Context: an optimization exercise on an open-source flow, tuned for small area, a short achievable clock period and few clock cycles. The choices shown serve that exercise and are no tape-out recipe. Function was checked by simulation only, so behaviour that the tests miss may differ from the original.

### design.v
module fpl (
    input  wire         clk,
    input  wire         rst,             
    input  wire         row_we,
    input  wire [6:0]   row_addr,
    input  wire [7:0]   row_wdata,
    input  wire         bitcnt_we,
    input  wire [15:0]  bitcnt_wdata,
    input  wire         cmd_we,
    input  wire [2:0]   cmd_entry,
    output reg  [1:0]   phase,           
    output reg  [2:0]   outcome,
    output reg  [3:0]   variant,
    output wire         mic_ok,
    output wire [15:0]  bitoff,
    output reg  [4:0]   flen,
    output reg  [135:0] frame,           
    output reg  [19:0]  present,
    output reg  [23:0]  f_id,
    output reg  [15:0]  f_batt,
    output reg  [11:0]  f_batt_mv,
    output reg  [15:0]  f_temp,
    output reg  [7:0]   f_hum,
    output reg  [15:0]  f_press,
    output reg  [8:0]   f_wdir,
    output reg  [23:0]  f_wavg,
    output reg  [23:0]  f_wmax,
    output reg  [24:0]  f_rain,
    output reg  [15:0]  f_uv,
    output reg  [3:0]   f_uvi,
    output reg  [23:0]  f_light,
    output reg  [13:0]  f_pm25,
    output reg  [13:0]  f_pm10,
    output reg  [7:0]   f_moist,
    output reg  [2:0]   f_boost,
    output reg  [8:0]   f_adraw,
    output reg  [47:0]  f_rclk
);
    localparam [1:0] PH_IDLE = 2'd0, PH_BUSY = 2'd1, PH_DONE = 2'd2;
    localparam [2:0] OC_OK = 3'd0, OC_ABORT_LENGTH = 3'd1, OC_ABORT_EARLY = 3'd2,
                     OC_FAIL_SANITY = 3'd3, OC_FAIL_INTEGRITY = 3'd4,
                     OC_CMD_ILLEGAL = 3'd5;
    localparam [3:0] V_WH2 = 4'd0, V_WH2A = 4'd1, V_WH5 = 4'd2, V_TELLDUS = 4'd3,
                     V_WH0530 = 4'd4, V_WH24 = 4'd5, V_WH65B = 4'd6, V_WH25 = 4'd7,
                     V_WH32 = 4'd8, V_WH32B = 4'd9, V_WH0290 = 4'd10, V_WH51 = 4'd11,
                     V_ALV1 = 4'd12, V_ALV2 = 4'd13, V_ALDCF = 4'd14, V_NONE = 4'd15;
    localparam [1:0] SRC_7 = 2'd0, SRC_8 = 2'd1, SRC_9 = 2'd2, SRC_CAP = 2'd3;
    localparam [23:0] PREAMBLE = 24'hAA2DD4;
    function [7:0] crc8_byte;
        input [7:0] c;
        input [7:0] d;
        integer i;
        reg [7:0] r;
        begin
            r = c ^ d;
            for (i = 0; i < 8; i = i + 1)
                r = r[7] ? ((r << 1) ^ 8'h31) : (r << 1);
            crc8_byte = r;
        end
    endfunction
    reg [7:0]  row_mem [0:127];
    reg [10:0] bc;                   
    reg        bc_ill;               
    reg [2:0]  entry_r;              
    wire busy = (phase == PH_BUSY);
    always @(posedge clk) begin
        if (row_we && !busy)
            row_mem[row_addr] <= row_wdata;
    end
    always @(posedge clk) begin
        if (rst) begin
            bc     <= 11'd0;
            bc_ill <= 1'b0;
        end else if (bitcnt_we && !busy) begin
            bc     <= bitcnt_wdata[10:0];
            bc_ill <= (bitcnt_wdata > 16'd1024);
        end
    end
    reg  [7:0]  nw;
    wire        covered = ({nw, 3'b000} >= bc);
    wire        feed    = busy ? !covered : row_we;
    wire [6:0]  fa      = busy ? nw[6:0] : row_addr;
    wire [7:0]  fb      = busy ? row_mem[nw[6:0]] : row_wdata;
    wire        restart = (fa == 7'd0);
    wire        use_b   = feed && (restart || ({1'b0, fa} == nw));
    wire        inval   = feed && !restart && ({1'b0, fa} < nw);
    reg  [7:0]  prev1, prev2, prev3;     
    wire [7:0]  al7 = {prev1[0], fb[7:1]};           
    wire [7:0]  al9 = {prev1[6:0], fb[7]};           
    reg  [7:0]  c7, s7, c8, c9;
    reg         c7ok4, c7ok6, c7ok9, s7ok7, s7ok10, c8ok4, c9ok4;
    wire [31:0] win = {prev3, prev2, prev1, fb};
    reg  [7:0]  m;
    reg  [2:0]  mi;
    integer     i;
    always @* begin
        for (i = 0; i < 8; i = i + 1)
            m[i] = (win[30 - i -: 24] == PREAMBLE);
        mi = 3'd0;
        for (i = 7; i >= 0; i = i - 1)
            if (m[i]) mi = i;
    end
    reg         found;
    reg  [6:0]  qa;                  
    reg  [2:0]  qi;                  
    reg  [4:0]  ck;                  
    reg  [135:0] cap;                
    reg  [7:0]  cs, ss, xs;
    reg         csok6, csok9, csok15, ssok6, ssok7, ssok10, ssok16, xok;
    wire [15:0] pb  = {prev1, fb};
    wire [15:0] pbs = pb >> (3'd7 - qi);
    wire [7:0]  alc = pbs[7:0];      
    integer j;
    always @(posedge clk) begin
        if (rst) begin
            nw    <= 8'd0;
            found <= 1'b0;
        end else if (use_b) begin
            nw    <= {1'b0, fa} + 8'd1;
            prev1 <= fb;
            prev2 <= restart ? 8'd0 : prev1;
            prev3 <= restart ? 8'd0 : prev2;
            c8 <= restart ? 8'd0 : crc8_byte(c8, fb);
            c7 <= restart ? 8'd0 : crc8_byte(c7, al7);
            s7 <= restart ? 8'd0 : s7 + al7;
            c9 <= (fa <= 7'd1) ? 8'd0 : crc8_byte(c9, al9);
            if (fa == 7'd5)  c8ok4  <= (c8 == fb);
            if (fa == 7'd5)  c7ok4  <= (c7 == al7);
            if (fa == 7'd7)  c7ok6  <= (c7 == al7);
            if (fa == 7'd10) c7ok9  <= (c7 == al7);
            if (fa == 7'd8)  s7ok7  <= (s7 == al7);
            if (fa == 7'd11) s7ok10 <= (s7 == al7);
            if (fa == 7'd6)  c9ok4  <= (c9 == al9);
            if (restart) begin
                found <= 1'b0;
            end else if (!found) begin
                if (|m) begin
                    found <= 1'b1;
                    qa    <= fa;
                    qi    <= mi;
                    ck    <= 5'd0;
                    cs    <= 8'd0;
                    ss    <= 8'd0;
                    xs    <= 8'd0;
                end
            end else if (ck != 5'd17) begin
                for (j = 0; j < 17; j = j + 1)
                    if (ck == j) cap[8*j +: 8] <= alc;
                ck <= ck + 5'd1;
                cs <= crc8_byte(cs, alc);
                ss <= ss + alc;
                if (ck < 5'd6) xs <= xs ^ alc;
                if (ck == 5'd6)  begin csok6 <= (cs == alc); ssok6 <= (ss == alc); end
                if (ck == 5'd7)  begin ssok7 <= (ss == alc); xok <= ({xs[3:0], xs[7:4]} == alc); end
                if (ck == 5'd9)  csok9  <= (cs == alc);
                if (ck == 5'd10) ssok10 <= (ss == alc);
                if (ck == 5'd15) csok15 <= (cs == alc);
                if (ck == 5'd16) ssok16 <= (ss == alc);
            end
        end else if (inval) begin
            nw <= 8'd0;
        end
    end
    wire [2:0]  ent = busy ? entry_r : cmd_entry;
    wire [7:0]  row0 = row_mem[0];
    wire [7:0]  row1 = row_mem[1];
    wire        hdr_ff  = (row0 == 8'hFF);
    wire        hdr_fe  = (row0 == 8'hFE);
    wire        hdr_ff9 = (row0 == 8'hFF) && row1[7];
    wire        ones7   = (row0[7:1] == 7'h7F);
    wire        type3   = ({row0[0], row1[7:5]} == 4'h3);
    wire        type52  = ({row0[0], row1[7:1]} == 8'h52);
    reg  [87:0] fr7;
    reg  [39:0] fr8, fr9;
    always @* begin
        for (j = 0; j < 11; j = j + 1)
            fr7[8*j +: 8] = {row_mem[j][0], row_mem[j+1][7:1]};
        for (j = 0; j < 5; j = j + 1) begin
            fr8[8*j +: 8] = row_mem[j+1];
            fr9[8*j +: 8] = {row_mem[j+1][6:0], row_mem[j+2][7]};
        end
    end
    wire [7:0]  cf0  = cap[7:0];
    wire [9:0]  q    = {qa, qi};
    wire [10:0] offs = {1'b0, q} + 11'd1;
    wire [10:0] rem  = bc - offs;            
    reg [2:0]  d_oc;
    reg [3:0]  d_var;
    reg [1:0]  d_src;
    reg [10:0] d_off;
    reg [4:0]  d_len;
    reg        srch, srch_ok, integ, sane;
    reg [3:0]  pre;
    always @* begin
        d_oc  = OC_OK;
        d_var = V_NONE;
        d_src = SRC_7;
        d_off = 11'd7;
        d_len = 5'd0;
        srch  = 1'b0;
        pre   = V_NONE;
        if (ent > 3'd4 || bc_ill) begin
            d_oc = OC_CMD_ILLEGAL;
        end else begin
            case (ent)
            3'd0: begin
                if (bc == 11'd48) begin
                    if (!hdr_ff) d_oc = OC_ABORT_EARLY;
                    else begin d_var = V_WH2; d_src = SRC_8; d_off = 11'd8; d_len = 5'd5; end
                end else if (bc == 11'd55) begin
                    if (!hdr_fe) d_oc = OC_ABORT_EARLY;
                    else begin d_var = V_WH2A; d_len = 5'd6; end
                end else if (bc == 11'd47) begin
                    if (!hdr_fe) d_oc = OC_ABORT_EARLY;
                    else begin d_var = V_WH5; d_len = 5'd5; end
                end else if (bc == 11'd49) begin
                    if (!hdr_ff9) d_oc = OC_ABORT_EARLY;
                    else begin d_var = V_TELLDUS; d_src = SRC_9; d_off = 11'd9; d_len = 5'd5; end
                end else
                    d_oc = OC_ABORT_LENGTH;
            end
            3'd1: begin
                if (bc == 11'd63) begin
                    if (!ones7 || !type3) d_oc = OC_ABORT_EARLY;
                    else begin d_var = V_ALV1; d_len = 5'd7; end
                end else if (bc == 11'd95) begin
                    if (!ones7) d_oc = OC_ABORT_EARLY;
                    else if (type52) begin d_var = V_ALDCF; d_len = 5'd11; end
                    else if (type3)  begin d_var = V_ALV2;  d_len = 5'd11; end
                    else d_oc = OC_ABORT_EARLY;
                end else if (bc == 11'd71) begin
                    if (!ones7 || !type3) d_oc = OC_ABORT_EARLY;
                    else begin d_var = V_WH0530; d_len = 5'd8; end
                end else
                    d_oc = OC_ABORT_LENGTH;
            end
            3'd2: begin
                if (bc < 11'd190 || bc > 11'd215) d_oc = OC_ABORT_LENGTH;
                else begin srch = 1'b1; pre = V_WH24; d_len = 5'd17; end
            end
            3'd3: begin
                if (bc < 11'd160) begin
                    srch = 1'b1; pre = V_WH0290; d_len = 5'd8;
                end else if (bc < 11'd190) begin
                    srch = 1'b1; pre = V_WH32B; d_len = 5'd8;
                end else if (bc < 11'd440) begin
                    if (bc > 11'd215) d_oc = OC_ABORT_LENGTH;
                    else begin srch = 1'b1; pre = V_WH24; d_len = 5'd17; end
                end else if (bc <= 11'd510) begin
                    srch = 1'b1; pre = V_WH25; d_len = 5'd8;
                end else begin
                    srch = 1'b1; pre = V_WH32B; d_len = 5'd8;
                end
            end
            default: begin
                srch = 1'b1; pre = V_WH51; d_len = 5'd11;
            end
            endcase
            if (srch) begin
                d_src = SRC_CAP;
                d_off = offs;
                if (!found || {1'b0, q} >= bc || rem < {3'd0, d_len, 3'b000})
                    d_oc = OC_ABORT_LENGTH;
                else begin
                    case (pre)
                    V_WH24: begin
                        if ((rem - 11'd136) < 11'd8 && offs < 11'd61) d_var = V_WH24;
                        else d_var = V_WH65B;
                    end
                    V_WH0290: d_var = V_WH0290;
                    V_WH51: begin
                        if (cf0 != 8'h51) d_oc = OC_ABORT_EARLY;
                        else d_var = V_WH51;
                    end
                    default: begin  
                        if (pre == V_WH32B && cf0[7:4] == 4'hD) d_var = V_WH32;
                        else if (cf0[7:4] == 4'hE) d_var = pre;
                        else if (cf0 == 8'h41) d_var = V_WH0290;
                        else d_oc = OC_ABORT_EARLY;
                    end
                    endcase
                end
            end
        end
        integ = 1'b1;
        sane  = 1'b1;
        case (d_var)
        V_WH2:              begin integ = c8ok4; sane = (fr8[7:4] == 4'h4); end
        V_WH2A, V_WH5:      begin integ = c7ok4; sane = (fr7[7:4] == 4'h4); end
        V_TELLDUS:          begin integ = c9ok4; sane = (fr9[7:4] == 4'h4); end
        V_ALV1:             integ = c7ok6;
        V_WH0530:           integ = c7ok6 && s7ok7;
        V_ALV2, V_ALDCF:    integ = c7ok9 && s7ok10;
        V_WH24, V_WH65B:    begin integ = csok15 && ssok16; sane = (cf0 == 8'h24); end
        V_WH25:             integ = ssok6 && xok;
        V_WH32, V_WH32B:    integ = ssok6;
        V_WH0290:           integ = csok6 && ssok7;
        V_WH51:             integ = csok9 && ssok10;
        default: ;
        endcase
        if (d_oc == OC_OK) begin
            if (!integ) d_oc = OC_FAIL_INTEGRITY;
            else if (!sane) d_oc = OC_FAIL_SANITY;
        end
    end
    wire d_good = (d_oc == OC_OK);
    reg [135:0] d_frame;
    always @* begin
        for (j = 0; j < 17; j = j + 1) begin
            case (d_src)
            SRC_7:   d_frame[8*j +: 8] = (j < 11) ? fr7[8*j +: 8] : 8'd0;
            SRC_8:   d_frame[8*j +: 8] = (j < 5)  ? fr8[8*j +: 8] : 8'd0;
            SRC_9:   d_frame[8*j +: 8] = (j < 5)  ? fr9[8*j +: 8] : 8'd0;
            default: d_frame[8*j +: 8] = cap[8*j +: 8];
            endcase
            if (!d_good || j >= d_len)
                d_frame[8*j +: 8] = 8'd0;
        end
    end
    reg  [10:0] off_r;
    assign bitoff = {5'd0, off_r};
    assign mic_ok = (variant != V_NONE);
    wire illegal = (ent > 3'd4) || bc_ill;
    wire decide  = busy ? covered : (cmd_we && (covered || illegal));
    always @(posedge clk) begin
        if (rst) begin
            phase   <= PH_IDLE;
            outcome <= 3'd0;
            variant <= V_NONE;
            off_r   <= 11'd0;
            frame   <= 136'd0;
        end else if (decide) begin
            phase   <= PH_DONE;
            outcome <= d_oc;
            variant <= d_good ? d_var : V_NONE;
            off_r   <= d_good ? d_off : 11'd0;
            frame   <= d_frame;
        end else if (!busy && cmd_we) begin
            phase   <= PH_BUSY;
            entry_r <= cmd_entry;
        end
    end
    wire [7:0] f0  = frame[7:0];
    wire [7:0] f1  = frame[15:8];
    wire [7:0] f2  = frame[23:16];
    wire [7:0] f3  = frame[31:24];
    wire [7:0] f4  = frame[39:32];
    wire [7:0] f5  = frame[47:40];
    wire [7:0] f6  = frame[55:48];
    wire [7:0] f7  = frame[63:56];
    wire [7:0] f8  = frame[71:64];
    wire [7:0] f9  = frame[79:72];
    wire [7:0] f10 = frame[87:80];
    wire [7:0] f11 = frame[95:88];
    wire [7:0] f12 = frame[103:96];
    wire [7:0] f13 = frame[111:104];
    wire [7:0] f14 = frame[119:112];
    reg [11:0]  temp12;
    reg [10:0]  temp11;
    reg [9:0]   temp10;
    reg [8:0]   wdir9, wspd9;
    reg [15:0]  rain16, uv16, press16;
    reg [23:0]  light24;
    reg [13:0]  wind_k;
    reg [8:0]   rain_k;
    reg [11:0]  mv;
    function [3:0] uvi_of;
        input [15:0] raw;
        begin
            uvi_of = 4'd0;
            if (raw > 16'd432) uvi_of = uvi_of + 4'd1;
            if (raw > 16'd851) uvi_of = uvi_of + 4'd1;
            if (raw > 16'd1210) uvi_of = uvi_of + 4'd1;
            if (raw > 16'd1570) uvi_of = uvi_of + 4'd1;
            if (raw > 16'd2017) uvi_of = uvi_of + 4'd1;
            if (raw > 16'd2450) uvi_of = uvi_of + 4'd1;
            if (raw > 16'd2761) uvi_of = uvi_of + 4'd1;
            if (raw > 16'd3100) uvi_of = uvi_of + 4'd1;
            if (raw > 16'd3512) uvi_of = uvi_of + 4'd1;
            if (raw > 16'd3918) uvi_of = uvi_of + 4'd1;
            if (raw > 16'd4277) uvi_of = uvi_of + 4'd1;
            if (raw > 16'd4650) uvi_of = uvi_of + 4'd1;
            if (raw > 16'd5029) uvi_of = uvi_of + 4'd1;
        end
    endfunction
    always @* begin
        present = 20'd0;
        f_id = 24'd0;   f_batt = 16'd0;  f_batt_mv = 12'd0; f_temp = 16'd0;
        f_hum = 8'd0;   f_press = 16'd0; f_wdir = 9'd0;     f_wavg = 24'd0;
        f_wmax = 24'd0; f_rain = 25'd0;  f_uv = 16'd0;      f_uvi = 4'd0;
        f_light = 24'd0; f_pm25 = 14'd0; f_pm10 = 14'd0;    f_moist = 8'd0;
        f_boost = 3'd0; f_adraw = 9'd0;  f_rclk = 48'd0;
        flen = 5'd0;
        rain16  = 16'd0; uv16 = 16'd0; press16 = 16'd0; light24 = 24'd0;
        wdir9   = 9'd0;  wspd9 = 9'd0;  wind_k = 14'd0;  rain_k = 9'd0;
        temp12  = {f1[3:0], f2};
        temp11  = {f1[2:0], f2};
        temp10  = {f1[1:0], f2};
        mv      = {7'd0, f4[4:0]} * 12'd100;
        case (variant)
            V_WH2, V_WH2A, V_TELLDUS, V_WH5: begin
                flen = (variant == V_WH2A) ? 5'd6 : 5'd5;
                f_id = {16'd0, f0[3:0], f1[7:4]};
                if (variant == V_WH5)
                    f_temp = {4'd0, temp12} - 16'd400;
                else if (temp12[11])
                    f_temp = 16'd0 - {5'd0, temp12[10:0]};
                else
                    f_temp = {5'd0, temp12[10:0]};
                present[0] = 1'b1;
                present[3] = 1'b1;
                if (f3 != 8'hFF) begin f_hum = f3; present[4] = 1'b1; end
            end
            V_WH0530, V_ALV1, V_ALV2: begin
                flen   = (variant == V_WH0530) ? 5'd8 : (variant == V_ALV1) ? 5'd7 : 5'd11;
                rain16 = {f4, f3};
                f_id   = {16'd0, f0[3:0], f1[7:4]};
                f_batt = {15'd0, ~f1[3]};
                f_temp = {5'd0, temp11} - 16'd400;
                f_rain = rain16 * 25'd300;
                present[0] = 1'b1; present[1] = 1'b1;
                present[3] = 1'b1; present[9] = 1'b1;
            end
            V_ALDCF: begin
                flen   = 5'd11;
                f_id   = {16'd0, f1};
                f_batt = {15'd0, ~f2[7]};
                f_rclk = {f3, f4, f5, f6, f7, f8};
                present[0] = 1'b1; present[1] = 1'b1; present[18] = 1'b1;
            end
            V_WH24, V_WH65B: begin
                flen    = 5'd17;
                wind_k  = (variant == V_WH24) ? 14'd14000 : 14'd6375;
                rain_k  = (variant == V_WH24) ? 9'd300 : 9'd254;
                wdir9   = {f3[7], f2};
                wspd9   = {f3[4], f6};
                rain16  = {f9, f8};
                uv16    = {f10, f11};
                light24 = {f12, f13, f14};
                f_id    = {16'd0, f1};
                f_batt  = {15'd0, ~f3[3]};
                present[0] = 1'b1; present[1] = 1'b1;
                if ({f3[2:0], f4} != 11'h7FF) begin
                    f_temp = {5'd0, f3[2:0], f4} - 16'd400; present[3] = 1'b1;
                end
                if (f5 != 8'hFF) begin f_hum = f5; present[4] = 1'b1; end
                if (wdir9 != 9'h1FF) begin f_wdir = wdir9; present[6] = 1'b1; end
                if (wspd9 != 9'h1FF) begin f_wavg = wspd9 * wind_k; present[7] = 1'b1; end
                if (f7 != 8'hFF) begin f_wmax = f7 * wind_k; present[8] = 1'b1; end
                f_rain = rain16 * rain_k; present[9] = 1'b1;
                if (uv16 != 16'hFFFF) begin
                    f_uv = uv16; f_uvi = uvi_of(uv16);
                    present[10] = 1'b1; present[11] = 1'b1;
                end
                if (light24 != 24'hFFFFFF) begin f_light = light24; present[12] = 1'b1; end
            end
            V_WH25, V_WH32B, V_WH32: begin
                flen    = 5'd8;
                press16 = {f4, f5};
                f_id   = {16'd0, f0[3:0], f1[7:4]};
                f_batt = {15'd0, ~f1[3]};
                f_temp = {6'd0, temp10} - 16'd400;
                present[0] = 1'b1; present[1] = 1'b1; present[3] = 1'b1;
                if (f3 != 8'hFF) begin f_hum = f3; present[4] = 1'b1; end
                if (variant != V_WH32 && press16 != 16'hFFFF) begin
                    f_press = press16; present[5] = 1'b1;
                end
            end
            V_WH0290: begin
                flen   = 5'd8;
                f_id   = {16'd0, f1};
                f_batt = {14'd0, f4[7:6]};
                f_pm25 = {f2[5:0], f3};
                f_pm10 = {f4[5:0], f5};
                present[0] = 1'b1; present[1] = 1'b1;
                present[13] = 1'b1; present[14] = 1'b1;
            end
            V_WH51: begin
                flen      = 5'd11;
                f_id      = {f1, f2, f3};
                f_batt_mv = mv;
                f_batt    = {4'd0, mv} - 16'd700;
                f_boost   = f4[7:5];
                f_moist   = f6;
                f_adraw   = {f7[0], f8};
                present[0]  = 1'b1; present[1]  = 1'b1; present[2]  = 1'b1;
                present[15] = 1'b1; present[16] = 1'b1; present[17] = 1'b1;
            end
            default: ;
        endcase
        present[19] = mic_ok;
    end
endmodule
### constraint.sdc
create_clock -name core_clock -period 10.0 [get_ports {clk}]
set_input_delay 2.0000 -clock core_clock [delete_from_list [all_inputs] [get_ports {clk}]]
set_output_delay 2.0000 -clock core_clock [all_outputs]
set_load 0.01 [all_outputs]
### config.mk
export PLATFORM = sky130hd
export DESIGN_NAME = fpl
export DESIGN_NICKNAME = fpl
export VERILOG_FILES = /design/flow/design.v
export SDC_FILE = /design/flow/constraint.sdc
export NUM_CORES = 4
export LEC_CHECK = 0
export CAP_MARGIN = 20
export CORE_MARGIN = 2
export CORE_UTILIZATION = 40
export PLACE_DENSITY = 0.6
export SLEW_MARGIN = 20
### run.sh
#!/bin/bash
# synth_recipe.tcl (not shown) runs the flow's synth.tcl, then flattens the netlist and writes it again
# the make line also repeats each setting of config.mk as NAME=value (left out here)
make -C /OpenROAD-flow-scripts/flow DESIGN_CONFIG=/design/flow/config.mk WORK_HOME=/design/flow/orfs CLKGATE_MAP_FILE= SYNTH_SCRIPT=/design/flow/synth_recipe.tcl finish
==> results.cfg <==
[layout]
layout.cells.most_common = sky130_fd_sc_hd__edfxtp_1
antennaDiodeCount = 0
post-route-util_pct = 47.57
drive_above_1_share_pct = 13.39
num-nets-final = 7067
num-fill-cells = 17093
finish.instance_area_sq_mm = 0.09170
mostFrequentLayoutCells = sky130_fd_sc_hd__edfxtp_1 (1272), sky130_fd_sc_hd__clkdlybuf4s50_1 (517), sky130_fd_sc_hd__inv_1 (413), sky130_fd_sc_hd__nor2_1 (407), sky130_fd_sc_hd__nand2_1 (358)
layout-area-overhead-vs-synth_pct = 17.98

[synth]
synthesis.yosys.warnings = 1
post_synth_instance_area_sq_mm = 0.07773
number_of_flops_mapped_to_enable_cells_by_yosys = 1272
synthesis.area_per_instance_sq_um = 13.14
count_of_state_elements_after_synthesis = 1456
synthesis.instances = 5917
postSynth.asyncResetShare_pct = 0
yosys_most_used_dff = sky130_fd_sc_hd__edfxtp_1
ys_types = 115
synth_sequential_area_ratio_pct = 53.88

[sta]
setup_viol = 2
measured_slew_at_the_worst_slew_check_pin_ps = 1160
period_minus_slack_ps = 10120
timing.fmax_mhz = 98.81
hold_viol = 0
final_min_period_over_clock_period_pct = 101.2
skew_ps = 53.32
unrepaired_setup_endpoints_after_global_routing = true
fin_hold_ws_ps = 450.5
final.setup.worst_slack_ps = -120.5
final_max_slew_viol_count = 0
timing.slew.headroom_pct = 22.35

[pwr]
power.sequential.fraction_pct = 49.7
power.net_switching_mw = 3.236
switching_share_pct = 24.07
power.share.clock_pct = 42.2
power_density_mw_per_mm2 = 146.6
leakage_nw = 32.90
share_comb_of_total_power_pct = 8.0
design_power_total_mw = 13.44
intPower_mw = 10.21
worst_ir_drop_on_vdd_mv = 0.1616

[worst_setup_path]
startpoint = frame[87]$_SDFFE_PP0P_
crit_path_end_kind = output pin
crit_path_start_kind = flip-flop
r2r-end = frame[106]$_SDFFE_PP0P_
crit_required_ps = 8000
timing.critical_path.arrival_ps = 8120
cpPeakStageDelay_ps = 550
critical_path_peak_fanout = 2
worst_r2r_path_depth = 21
timing.rr.start = qi[0]$_SDFFCE_PN0P_
critPathSlowestCell = sky130_fd_sc_hd__or4_4
setup.worst_path.class = reg -> out
r2r_slack_ps = 2130
critPathMostFrequentCell = sky130_fd_sc_hd__ha_4

[clock_tree]
cts.clk_slew.worst_paths_ps = 60
cts_hold_buffers = 0
tritoncts = yes
ctsRootBufferMaster = sky130_fd_sc_hd__clkbuf_16
clk_latency_ps = 820
cts_sinks = 1456
cts_inserted_buffers = 153
cts_h_tree_depth = 4
cts_max_path_buffers = 3

[global_routing]
first_global_vias = 51840
largest_net_degree_at_the_start_of_global_routing = 130
antenna_found_initial = 6
grt-ovfl-total = 0
wire_length_of_the_first_global_routing_pass_um = 351300
global_route.usage.total_pct = 23.84

[place]
numPortBuffers = 528
postPlaceCellArea_sq_mm = 0.08617
place_hpwl_um = 169800
gpl.final_weighted_congestion = 0.9424

[die]
die_footprint_sq_mm = 0.1979
floorplan.core_area_sq_mm = 0.1928
chipWidth_um = 444.8
ios = 540
core_rows = 161
floorplan.initialDensity_pct = 40.32
die_height_um = 444.8

[run_status]
outcome = failed layout checks
so_faults = negative setup slack

[min_path]
timing.hold.worst_path_depth = 2
worst_hold_path_startpoint = frame[120]$_SDFFE_PP0P_
hp-class = reg -> reg
hold_end = frame[120]$_SDFFE_PP0P_

[route]
avgViaCountPerCell = 5.699
routed_wirelength_normalized_by_instance_count_um = 26.35
drt.antenna.violating_nets = 0
drt_drc_violations_left = 0
detail_route.iter0.violations = 4961
route.vias.total = 51932
routed_wirelength_um = 240100
drt-pass1-iter-count = 6

[job]
drv.max_cap_violation_count = 0
[Yosys cell counts, types with 18 or more instances]
cell type                  number  share of area (%)
sky130_fd_sc_hd__a221oi_1      19               0.21
sky130_fd_sc_hd__ha_1         345                5.6
sky130_fd_sc_hd__a21o_1        52               0.50
sky130_fd_sc_hd__clkbuf_1     231                1.1
sky130_fd_sc_hd__nand2_1      365                1.8
sky130_fd_sc_hd__or2_2         18               0.14
sky130_fd_sc_hd__o41ai_1       37               0.42
sky130_fd_sc_hd__buf_4         30               0.29
sky130_fd_sc_hd__xor2_1        75               0.85
sky130_fd_sc_hd__or3_1         23               0.19
sky130_fd_sc_hd__xnor2_1      155                1.7
sky130_fd_sc_hd__a22o_1        67               0.75
sky130_fd_sc_hd__nand4_1      132                1.1
sky130_fd_sc_hd__o21ai_0      216                1.4
sky130_fd_sc_hd__dfxtp_1      184                4.7
sky130_fd_sc_hd__o21a_1        22               0.21
sky130_fd_sc_hd__mux2i_1       45               0.58
sky130_fd_sc_hd__nor2_1       423                2.0
sky130_fd_sc_hd__mux4_2       289                8.4
sky130_fd_sc_hd__a31oi_1       35               0.28
sky130_fd_sc_hd__inv_1        417                2.0
sky130_fd_sc_hd__edfxtp_1    1272                 49
sky130_fd_sc_hd__and3_1        32               0.26
sky130_fd_sc_hd__a211oi_1      21               0.20
sky130_fd_sc_hd__nand2b_1      40               0.32
sky130_fd_sc_hd__nand3_1      111               0.71
sky130_fd_sc_hd__fa_1         216                5.6
sky130_fd_sc_hd__a21oi_1      120               0.77
sky130_fd_sc_hd__o22ai_1       48               0.39
sky130_fd_sc_hd__and2_1       196                1.6
sky130_fd_sc_hd__buf_2         44               0.28
sky130_fd_sc_hd__nor3_1        98               0.63
sky130_fd_sc_hd__a22oi_1       87               0.84
sky130_fd_sc_hd__nor2b_1       80               0.64
sky130_fd_sc_hd__nor4_1        35               0.28
[through the flow]
| step | worst slack (ps) | setup TNS (ps) | std cells |
|---|---|---|---|
| floorplan | 127.0 | 0 | 5932 |
| global placement | -415.4 | -1040 | 8824 |
| detailed placement | -526.0 | -1260 | 8824 |
| CTS | -111.3 | -152.4 | 9108 |
| global route | -452.9 | -1082 | 9112 |
| finish | -120.5 | -206.2 | 9112 |
[area by class of cell]
| cell class | count | area [sq um] | area share (%) |
|---|---|---|---|
| Clock inverter | 82 | 980.9 | 1.070 |
| Multi-Input combinational cell | 3709 | 33180 | 36.18 |
| Tap cell | 2526 | 3161 | 3.446 |
| Sequential cell | 1456 | 41890 | 45.68 |
| Timing Repair Buffer | 725 | 6853 | 7.473 |
| Clock buffer | 192 | 4058 | 4.425 |
| Inverter | 422 | 1584 | 1.727 |
[worst max-delay path by stage]
stage               slack (ps)       end
floorplan                  130  f_uvi[3]
global placement          -420  f_uvi[3]
detailed placement        -530  f_uvi[3]
CTS                       -110  f_uvi[3]
global route              -450  f_uvi[3]
finish                    -120  f_uvi[3]
[registers in the layout, summed over array words and instances, names as in the netlist, 7 cells and up, named ones only]
name     cells
row_mem   1024
cap        136
frame      136
bc          11
off_r       11
c7           8
c8           8
c9           8
cs           8
nw           8
prev1        8
prev2        8
s7           8
ss           8
xs           8
prev3        7
qa           7
[metal layers]
metal / vias to the layer above / share of wire (%) / global-route usage, %
li1: 23180 / - / -
met1: 26342 / 40 / 30.70
met2: 2018 / 49 / 40.45
met3: 390 / 6.4 / 3.535
met4: 2 / 4.3 / 9.502
met5: - / 0.0054 / 0
[power by group through the flow]
| stage | logic [mW] | clock network, mW | registers (mW) |
|---|---|---|---|
| 6_report | 1.08 | 5.68 | 6.68 |
| 4_1_cts | 1.07 | 5.77 | 6.68 |
| 5_1_grt | 1.17 | 6.00 | 6.68 |
| 2_1_floorplan | 0.659 | 0 | 6.79 |
| 3_5_place_dp | 1.06 | 0 | 6.81 |
| 3_3_place_gp | 1.05 | 0 | 6.81 |
[timing repair]
action,4_1_cts,5_1_grt
gates resized for setup,47,37
cloned,0,1
buffers inserted,10,3
pin swaps,29,22
endpoints found under the setup margin,3,10
[cell families after synthesis]
family | after synthesis | share of synthesized area, %
flip-flops | 1456 | 53.88
AO/OA/AOI/OAI | 907 | 8.171
adder cells (fa/ha/maj) | 562 | 11.13
AND/OR/NAND/NOR | 1635 | 10.52
other | 2 | 0.009662
buffers and inverters | 767 | 4.183
multiplexers | 346 | 9.214
XOR/XNOR | 242 | 2.899
[critical path, delay by kind of cell, from the launching register on]
family                     cells  cell delay, ps
xor gates and xnor gates       4             930
muxes                          2             590
AOI/OAI and AO/OA              7            1060
adders and majority gates      8            1940
DFF                            1             320
buffers and inverters          4             360
and+or+nand+nor               11            2110
Testbench counts, summed over its fixed seeds: cycles 20,298.

-- re-timing with driven ports --
No port has a modelled driver above. Below, the same layout with a new extraction and two added sets of constraints.
Step 1 sets driving cells, clkbuf_16 on the clock port and buf_2 on the other inputs (assumed; they add their load-dependent delay and slew).
Step 2 adds t to the input delays and takes it off the output delays; t is the mean of the earliest and latest rising clock arrival at the registers after step 1. Input paths then give back, and output paths get back, about the clock's delay inside the block.
Slacks: ideal ports / drivers / drivers and shift; pairs: ideal ports / drivers.
shift t [ns]: 0.863
setup WS [ns]: -0.120 / -0.193 / 0.670
slew at the worst register clock pin (ns): 0.07 / 0.07
For this run, drivers alone change the setup slack by -0.073 ns; drivers and shift together by +0.790 ns.
